Context: an optimization exercise on an open-source flow, tuned for small area, a short achievable clock period and few clock cycles. The choices shown serve that exercise and are no tape-out recipe.
Where RTL was checked, it was by simulation tests only, not by an equivalence proof against the original.

== v6 ==
// als_core
module als_core (
    input  wire        clk,
    input  wire        rst,           
    input  wire        cmd_valid,
    input  wire [31:0] cmd_cw,
    input  wire [31:0] cmd_opd,
    output reg         busy,
    output reg         rsp_valid,
    output reg  [2:0]  rsp_status,
    output wire [31:0] rsp_result
);
Size in the first run: roughly 110 flip-flops, roughly 34000 µm² of cells after synthesis.
Settings: LEC_CHECK=0, ABC_AREA=1, CAP_MARGIN=20, CORE_MARGIN=2, CORE_UTILIZATION=40, SETUP_SLACK_MARGIN=3, SLEW_MARGIN=20; clock period 10.0 ns.
run.sh (not shown) runs the stock make flow with config.mk's settings and CLKGATE_MAP_FILE= SYNTH_SCRIPT=/design/flow/synth_recipe.tcl, a recipe that flattens the netlist after the stock synthesis.
[inputs] v7 vs v6
--- a/flow/design.v
+++ b/flow/design.v
@@ -731,29 +731,18 @@
     assign tl_237 = lux[15] ^ 1'b1;
     assign tl_238 = lux[15] & 1'b1;
     wire tl_239;
     wire tl_240;
     assign tl_239 = lux[16] ^ 1'b1;
     assign tl_240 = lux[16] & 1'b1;
     assign zl = {1'b1, tl_238, tl_236, tl_234, tl_232, tl_230, tl_228, tl_226, tl_224, tl_222, tl_220, tl_218, tl_216, tl_214, tl_212, tl_210, tl_208, tl_206, tl_204, tl_202, tl_200, tl_198, tl_196, tl_194, tl_192, tl_190, tl_188, tl_186, tl_184, tl_182, tl_127}
               + {tl_240, tl_239, tl_237, tl_235, tl_233, tl_231, tl_229, tl_227, tl_225, tl_223, tl_221, tl_219, tl_217, tl_215, tl_213, tl_211, tl_209, tl_207, tl_205, tl_203, tl_201, tl_199, tl_197, tl_195, tl_193, tl_191, tl_189, tl_187, tl_185, tl_183, tl_181};
-    reg [16:0] lsel;
-    always @(*) begin
-        case (k)
-            4'd3: lsel = zr >> 17;
-            4'd4: lsel = zr >> 16;
-            4'd5: lsel = zr >> 15;
-            4'd6: lsel = zr >> 14;
-            4'd7: lsel = zr >> 13;
-            4'd8: lsel = zr >> 12;
-            default: lsel = zr >> 11;
-        endcase
-    end
-    assign lval = lsel;
+    wire [29:0] lsh = zr >> (5'd20 - {1'b0, k});
+    assign lval = lsh[16:0];
     always @(*) begin
         case (k)
             4'd3: lbig = raw >= 16'd34757;
             4'd4: lbig = raw >= 16'd17379;
             4'd5: lbig = raw >= 16'd8690;
             4'd6: lbig = raw >= 16'd4345;
             4'd7: lbig = raw >= 16'd2173;
             4'd8: lbig = raw >= 16'd1087;
@@ -1014,17 +1003,18 @@
     wire [4:0] imm_sh = (op == 4'd3) ? (5'd20 - {1'b0, kshift}) : (5'd5 + {1'b0, kshift});
     reg  [31:0] res_val;
     reg         res_shift;
     reg         res_b16;
     reg  [4:0]  res_sh;
     wire [31:0] res_shifted = res_val >> res_sh;
     assign rsp_result = res_shift ? {15'd0, res_shifted[16] & res_b16, res_shifted[15:0]}
                                   : res_val;
-    reg  signed [42:0] acc;
+    reg  [10:0]        acc_hi;
+    wire signed [42:0] acc = {acc_hi, res_val};
     reg  [1:0]         pstep;
     reg  [8:0]  bone;
     reg  [8:0]  btwo;
     reg  [7:0]  bneg;
     wire [19:0] lbe_n = {2'b00, lval, 1'b0};
     reg  [8:0]  bone_n;
     reg  [8:0]  btwo_n;
     reg  [7:0]  bneg_n;
@@ -2320,38 +2310,40 @@
             rsp_status <= ST_OK;
             res_val    <= 32'd0;
             res_shift  <= 1'b0;
             res_b16    <= 1'b0;
             res_sh     <= 5'd0;
             bone       <= 9'd0;
             btwo       <= 9'd0;
             bneg       <= 8'd0;
-            acc        <= 43'sd0;
+            acc_hi     <= 11'd0;
             pstep      <= 2'd0;
         end else if (busy) begin
-            pstep <= pstep + 2'd1;
-            acc   <= acc_next;
+            pstep  <= pstep + 2'd1;
+            acc_hi <= acc_next[42:32];
             if (pstep == 2'd3) begin
                 busy       <= 1'b0;
                 rsp_valid  <= 1'b1;
                 rsp_status <= ST_OK;
                 res_val    <= {5'd0, psum[57:31]};
                 res_shift  <= 1'b0;
+            end else begin
+                res_val    <= acc_next[31:0];
             end
         end else begin
-            bone  <= bone_n;
-            btwo  <= btwo_n;
-            bneg  <= bneg_n;
-            acc   <= D4;
-            pstep <= 2'd0;
+            bone   <= bone_n;
+            btwo   <= btwo_n;
+            bneg   <= bneg_n;
+            acc_hi <= D4[42:32];
+            pstep  <= 2'd0;
             if (cmd_valid) begin
                 busy       <= need_poly;
                 rsp_valid  <= ~need_poly;
                 rsp_status <= imm_status;
-                res_val    <= imm_value;
+                res_val    <= need_poly ? D4[31:0] : imm_value;
                 res_shift  <= imm_shift;
                 res_b16    <= imm_b16;
                 res_sh     <= imm_sh;
             end
         end
     end
 endmodule
- Instance count after placement with tap cells included across v6 and v7: no real change.
- v7 — clock-buffer cell count 9 lower, v6 as reference
- Compared to v6, v7 shows a wider setup margin.
- Global-route total usage across every layer (higher): v6
- Sort v6 and v7 by sequential cell area share asc -> top: v7
- First-pass GRT wire length up 1700 µm in v7 wrt v6
- v7 vs. v6: worst stage delay on the critical path now sits higher; transition time of the tightest slew-check pin went down 50 ps.
- Looking at commonest non-fill, non-tap cell in the layout, the sky130_fd_sc_hd__nand2_1 result is from v7; the sky130_fd_sc_hd__inv_1 one comes from v6.
No run of this note included a check of the RTL's function; only the layout flow was run.

## alpha
als_core, a different RTL version from the one above (not shown whole).
Size: about 4800 cells after synthesis, roughly 110 flip-flops, ~0.034 mm2 of cells after synthesis.
==> flow/config.mk <==
export PLATFORM = sky130hd
export DESIGN_NAME = als_core
export DESIGN_NICKNAME = als_core
export VERILOG_FILES = /design/flow/design.v
export SDC_FILE = /design/flow/constraint.sdc
export NUM_CORES = 4
export LEC_CHECK = 0
export ABC_AREA = 1
export CAP_MARGIN = 20
export CORE_MARGIN = 2
export CORE_UTILIZATION = 40
export SETUP_SLACK_MARGIN = 3
export SLEW_MARGIN = 20
==> flow/constraint.sdc <==
create_clock -name core_clock -period 10.0 [get_ports {clk}]
set_input_delay 2.0000 -clock core_clock [delete_from_list [all_inputs] [get_ports {clk}]]
set_output_delay 2.0000 -clock core_clock [all_outputs]
set_load 0.01 [all_outputs]
Input-level comparison between epsilon and alpha:
--- a/flow/design.v
+++ b/flow/design.v
@@ -1016,30 +1016,28 @@
     reg         res_shift;
     reg         res_b16;
     reg  [4:0]  res_sh;
     wire [31:0] res_shifted = res_val >> res_sh;
     assign rsp_result = res_shift ? {15'd0, res_shifted[16] & res_b16, res_shifted[15:0]}
                                   : res_val;
     reg  signed [42:0] acc;
     reg  [1:0]         pstep;
+    reg  [16:0] lux_l;
+    wire [19:0] lbe = {2'b00, lux_l, 1'b0};
     reg  [8:0]  bone;
     reg  [8:0]  btwo;
     reg  [7:0]  bneg;
-    wire [19:0] lbe_n = {2'b00, lval, 1'b0};
-    reg  [8:0]  bone_n;
-    reg  [8:0]  btwo_n;
-    reg  [7:0]  bneg_n;
     integer i;
     always @(*) begin
         for (i = 0; i < 9; i = i + 1) begin
-            bone_n[i] = lbe_n[2*i+1] ^ lbe_n[2*i];
-            btwo_n[i] = (lbe_n[2*i+2] & ~lbe_n[2*i+1] & ~lbe_n[2*i]) |
-                        (~lbe_n[2*i+2] & lbe_n[2*i+1] & lbe_n[2*i]);
-            if (i < 8) bneg_n[i] = lbe_n[2*i+2] & ~(lbe_n[2*i+1] & lbe_n[2*i]);
+            bone[i] = lbe[2*i+1] ^ lbe[2*i];
+            btwo[i] = (lbe[2*i+2] & ~lbe[2*i+1] & ~lbe[2*i]) |
+                      (~lbe[2*i+2] & lbe[2*i+1] & lbe[2*i]);
+            if (i < 8) bneg[i] = lbe[2*i+2] & ~(lbe[2*i+1] & lbe[2*i]);
         end
     end
     wire [43:0] acc_x = {acc[42], acc};
     wire [43:0] acc_2 = {acc, 1'b0};
     wire [43:0] pq0 = ({44{bone[0]}} & acc_x | {44{btwo[0]}} & acc_2) ^ {44{bneg[0]}};
     wire [43:0] pp0 = {~pq0[43], pq0[42:0]};
     wire [43:0] pq1 = ({44{bone[1]}} & acc_x | {44{btwo[1]}} & acc_2) ^ {44{bneg[1]}};
     wire [43:0] pp1 = {~pq1[43], pq1[42:0]};
@@ -2755,35 +2753,31 @@
         if (rst) begin
             busy       <= 1'b0;
             rsp_valid  <= 1'b0;
             rsp_status <= ST_OK;
             res_val    <= 32'd0;
             res_shift  <= 1'b0;
             res_b16    <= 1'b0;
             res_sh     <= 5'd0;
-            bone       <= 9'd0;
-            btwo       <= 9'd0;
-            bneg       <= 8'd0;
+            lux_l      <= 17'd0;
             acc        <= 43'sd0;
             pstep      <= 2'd0;
         end else if (busy) begin
             pstep <= pstep + 2'd1;
             acc   <= acc_next;
             if (pstep == 2'd3) begin
                 busy       <= 1'b0;
                 rsp_valid  <= 1'b1;
                 rsp_status <= ST_OK;
                 res_val    <= {5'd0, psum[57:31]};
                 res_shift  <= 1'b0;
             end
         end else begin
-            bone  <= bone_n;
-            btwo  <= btwo_n;
-            bneg  <= bneg_n;
+            lux_l <= lval;
             acc   <= D4;
             pstep <= 2'd0;
             if (cmd_valid) begin
                 busy       <= need_poly;
                 rsp_valid  <= ~need_poly;
                 rsp_status <= imm_status;
                 res_val    <= imm_value;
                 res_shift  <= imm_shift;
epsilon was carried through to the last stage, and its layout satisfied the timing, design-rule and antenna checks. alpha completed; timing, DRC and antenna clean. Setup slack down 18 ps in epsilon wrt alpha. Diff alpha -> epsilon: clock edge transition at the registers on the reported setup and hold paths went up by 30 ps, time the worst path needs with I/O delays and setup went up 18 ps, synthesized netlist cell count dropped 4.9%.
No run of this note included a check of the RTL's function; only the layout flow was run.

Setup of lane 1:
Another version of the RTL of als_core (not shown whole).
Size in the first run: ~4900 cells after synthesis.
==> flow/design.v (excerpt) <==
module als_core (
    input  wire        clk,
    input  wire        rst,           
    input  wire        cmd_valid,
    input  wire [31:0] cmd_cw,
    input  wire [31:0] cmd_opd,
    output reg         busy,
    output reg         rsp_valid,
    output reg  [2:0]  rsp_status,
    output wire [31:0] rsp_result
);
make LEC_CHECK=0 ABC_AREA=1 CAP_MARGIN=20 CORE_MARGIN=2 CORE_UTILIZATION=40 SETUP_SLACK_MARGIN=4.0 SLEW_MARGIN=20 finish   # period 10.0 ns
Lane 1: all stages complete, timing, DRC and antenna checks passed
## Diff of input files: lane 2 against lane 1
--- a/flow/design.v
+++ b/flow/design.v
@@ -1024,37 +1024,39 @@
             imm_value  = {9'd0, codec_result[15:0]};
         end
     end
     wire [3:0] imm_sh = (op == 4'd3) ? (4'd15 - kshift) : kshift;
     reg  [24:0] res_val;
     reg         res_shift;
     reg         res_b16;
     reg  [3:0]  res_sh;
     reg         res_acc;     
     reg  signed [42:0] acc;
+    reg  [1:0]         pstep;
     wire [24:0] res_shifted = res_val >> res_sh;
     assign rsp_result = res_acc   ? {5'd0, acc[40:14]} :
                         res_shift ? {15'd0, res_shifted[16] & res_b16, res_shifted[15:0]} :
                                     {16'd0, res_val[15:0]};
-    reg  [1:0]         pstep;
-    reg  [16:0] lux_l;
-    wire [19:0] lbe = {2'b00, lux_l, 1'b0};
     reg  [8:0]  bone;
     reg  [8:0]  btwo;
     reg  [7:0]  bneg;
+    wire [19:0] lbe = {2'b00, lval, 1'b0};
+    reg  [8:0]  bone_n;
+    reg  [8:0]  btwo_n;
+    reg  [7:0]  bneg_n;
     integer i;
     always @(*) begin
         for (i = 0; i < 9; i = i + 1) begin
-            bone[i] = lbe[2*i+1] ^ lbe[2*i];
-            btwo[i] = (lbe[2*i+2] & ~lbe[2*i+1] & ~lbe[2*i]) |
-                      (~lbe[2*i+2] & lbe[2*i+1] & lbe[2*i]);
-            if (i < 8) bneg[i] = lbe[2*i+2] & ~(lbe[2*i+1] & lbe[2*i]);
+            bone_n[i] = lbe[2*i+1] ^ lbe[2*i];
+            btwo_n[i] = (lbe[2*i+2] & ~lbe[2*i+1] & ~lbe[2*i]) |
+                        (~lbe[2*i+2] & lbe[2*i+1] & lbe[2*i]);
+            if (i < 8) bneg_n[i] = lbe[2*i+2] & ~(lbe[2*i+1] & lbe[2*i]);
         end
     end
     wire [43:0] acc_x = {acc[42], acc};
     wire [43:0] acc_2 = {acc, 1'b0};
     wire [43:0] pq0 = ({44{bone[0]}} & acc_x | {44{btwo[0]}} & acc_2) ^ {44{bneg[0]}};
     wire [43:0] pp0 = {~pq0[43], pq0[42:0]};
     wire [43:0] pq1 = ({44{bone[1]}} & acc_x | {44{btwo[1]}} & acc_2) ^ {44{bneg[1]}};
     wire [43:0] pp1 = {~pq1[43], pq1[42:0]};
     wire [43:0] pq2 = ({44{bone[2]}} & acc_x | {44{btwo[2]}} & acc_2) ^ {44{bneg[2]}};
     wire [43:0] pp2 = {~pq2[43], pq2[42:0]};
@@ -2767,33 +2769,37 @@
     always @(posedge clk) begin
         if (rst) begin
             busy       <= 1'b0;
             rsp_valid  <= 1'b0;
             rsp_status <= ST_OK;
             res_val    <= 25'd0;
             res_shift  <= 1'b0;
             res_b16    <= 1'b0;
             res_sh     <= 4'd0;
             res_acc    <= 1'b0;
-            lux_l      <= 17'd0;
+            bone       <= 9'd0;
+            btwo       <= 9'd0;
+            bneg       <= 8'd0;
             acc        <= 43'sd0;
             pstep      <= 2'd0;
         end else if (busy) begin
             pstep <= pstep + 2'd1;
             acc   <= acc_next;
             if (pstep == 2'd3) begin
                 busy      <= 1'b0;
                 rsp_valid <= 1'b1;
                 res_acc   <= 1'b1;
             end
         end else begin
-            lux_l <= lval;
+            bone  <= bone_n;
+            btwo  <= btwo_n;
+            bneg  <= bneg_n;
             pstep <= 2'd0;
             if (cmd_valid) begin
                 acc        <= D4;
                 busy       <= need_poly;
                 rsp_valid  <= ~need_poly;
                 rsp_status <= imm_status;
                 res_val    <= imm_value;
                 res_shift  <= imm_shift;
                 res_b16    <= imm_b16;
                 res_sh     <= imm_sh;
==> comparison <==
Lane 2 ended with less final RePlAce weighted congestion than lane 1.
The finished layout cell area of lane 2 was inferior to that of lane 1.
Relative to lane 1, final core utilization has increased by 0.17 points in lane 2.
When the final numbers for lane 1 and lane 2 were put side by side, the global-route usage over all layers turned out to be greater in lane 1.
Hold slack on lane 2 is down relative to lane 1.
Lane 2: synthesized flop and latch total about 9% above lane 1
Looking at xor-xnor portion of the synthesized cell area, lane 2 sits 0.29 points higher than lane 1 does.
Testbench counts of lane 2, summed over its fixed seeds: cycles 8,288.
The RTL of lane 1 was laid out without a check of its function.

port drivers added, routing unchanged:
The results above use ideal ports. As a check the final layouts listed here were re-extracted and re-timed, cells and wires unchanged.
Step 1 assumes that a clkbuf_16 drives the clock port and a buf_2 every other input.
Step 2 moves the port delays by t, midway between the first and last clock arrival at a register: inputs arrive t later, outputs are due t later. That takes back most of the time a late clock gives input paths.
a / b / c = no drivers / after step 1 / after step 2; a / b = the first two.
run	t, ns	slack for setup (ns)	worst data-port slew with drivers (ns)
v6	0.507	3.110 / 3.141 / 2.634	0.08
v7	0.434	3.119 / 3.147 / 2.713	0.09
alpha	0.508	3.201 / 3.243 / 2.735	0.06
epsilon	0.421	3.182 / 3.200 / 2.778	0.05
lane 1	0.478	4.097 / 4.097 / 3.720	0.05
lane 2	0.470	4.175 / 4.199 / 3.745	0.04
After both steps setup and hold are still met in every run listed. For v6, which loses most, drivers alone change the setup slack by +0.031 ns; drivers and shift together by -0.476 ns.
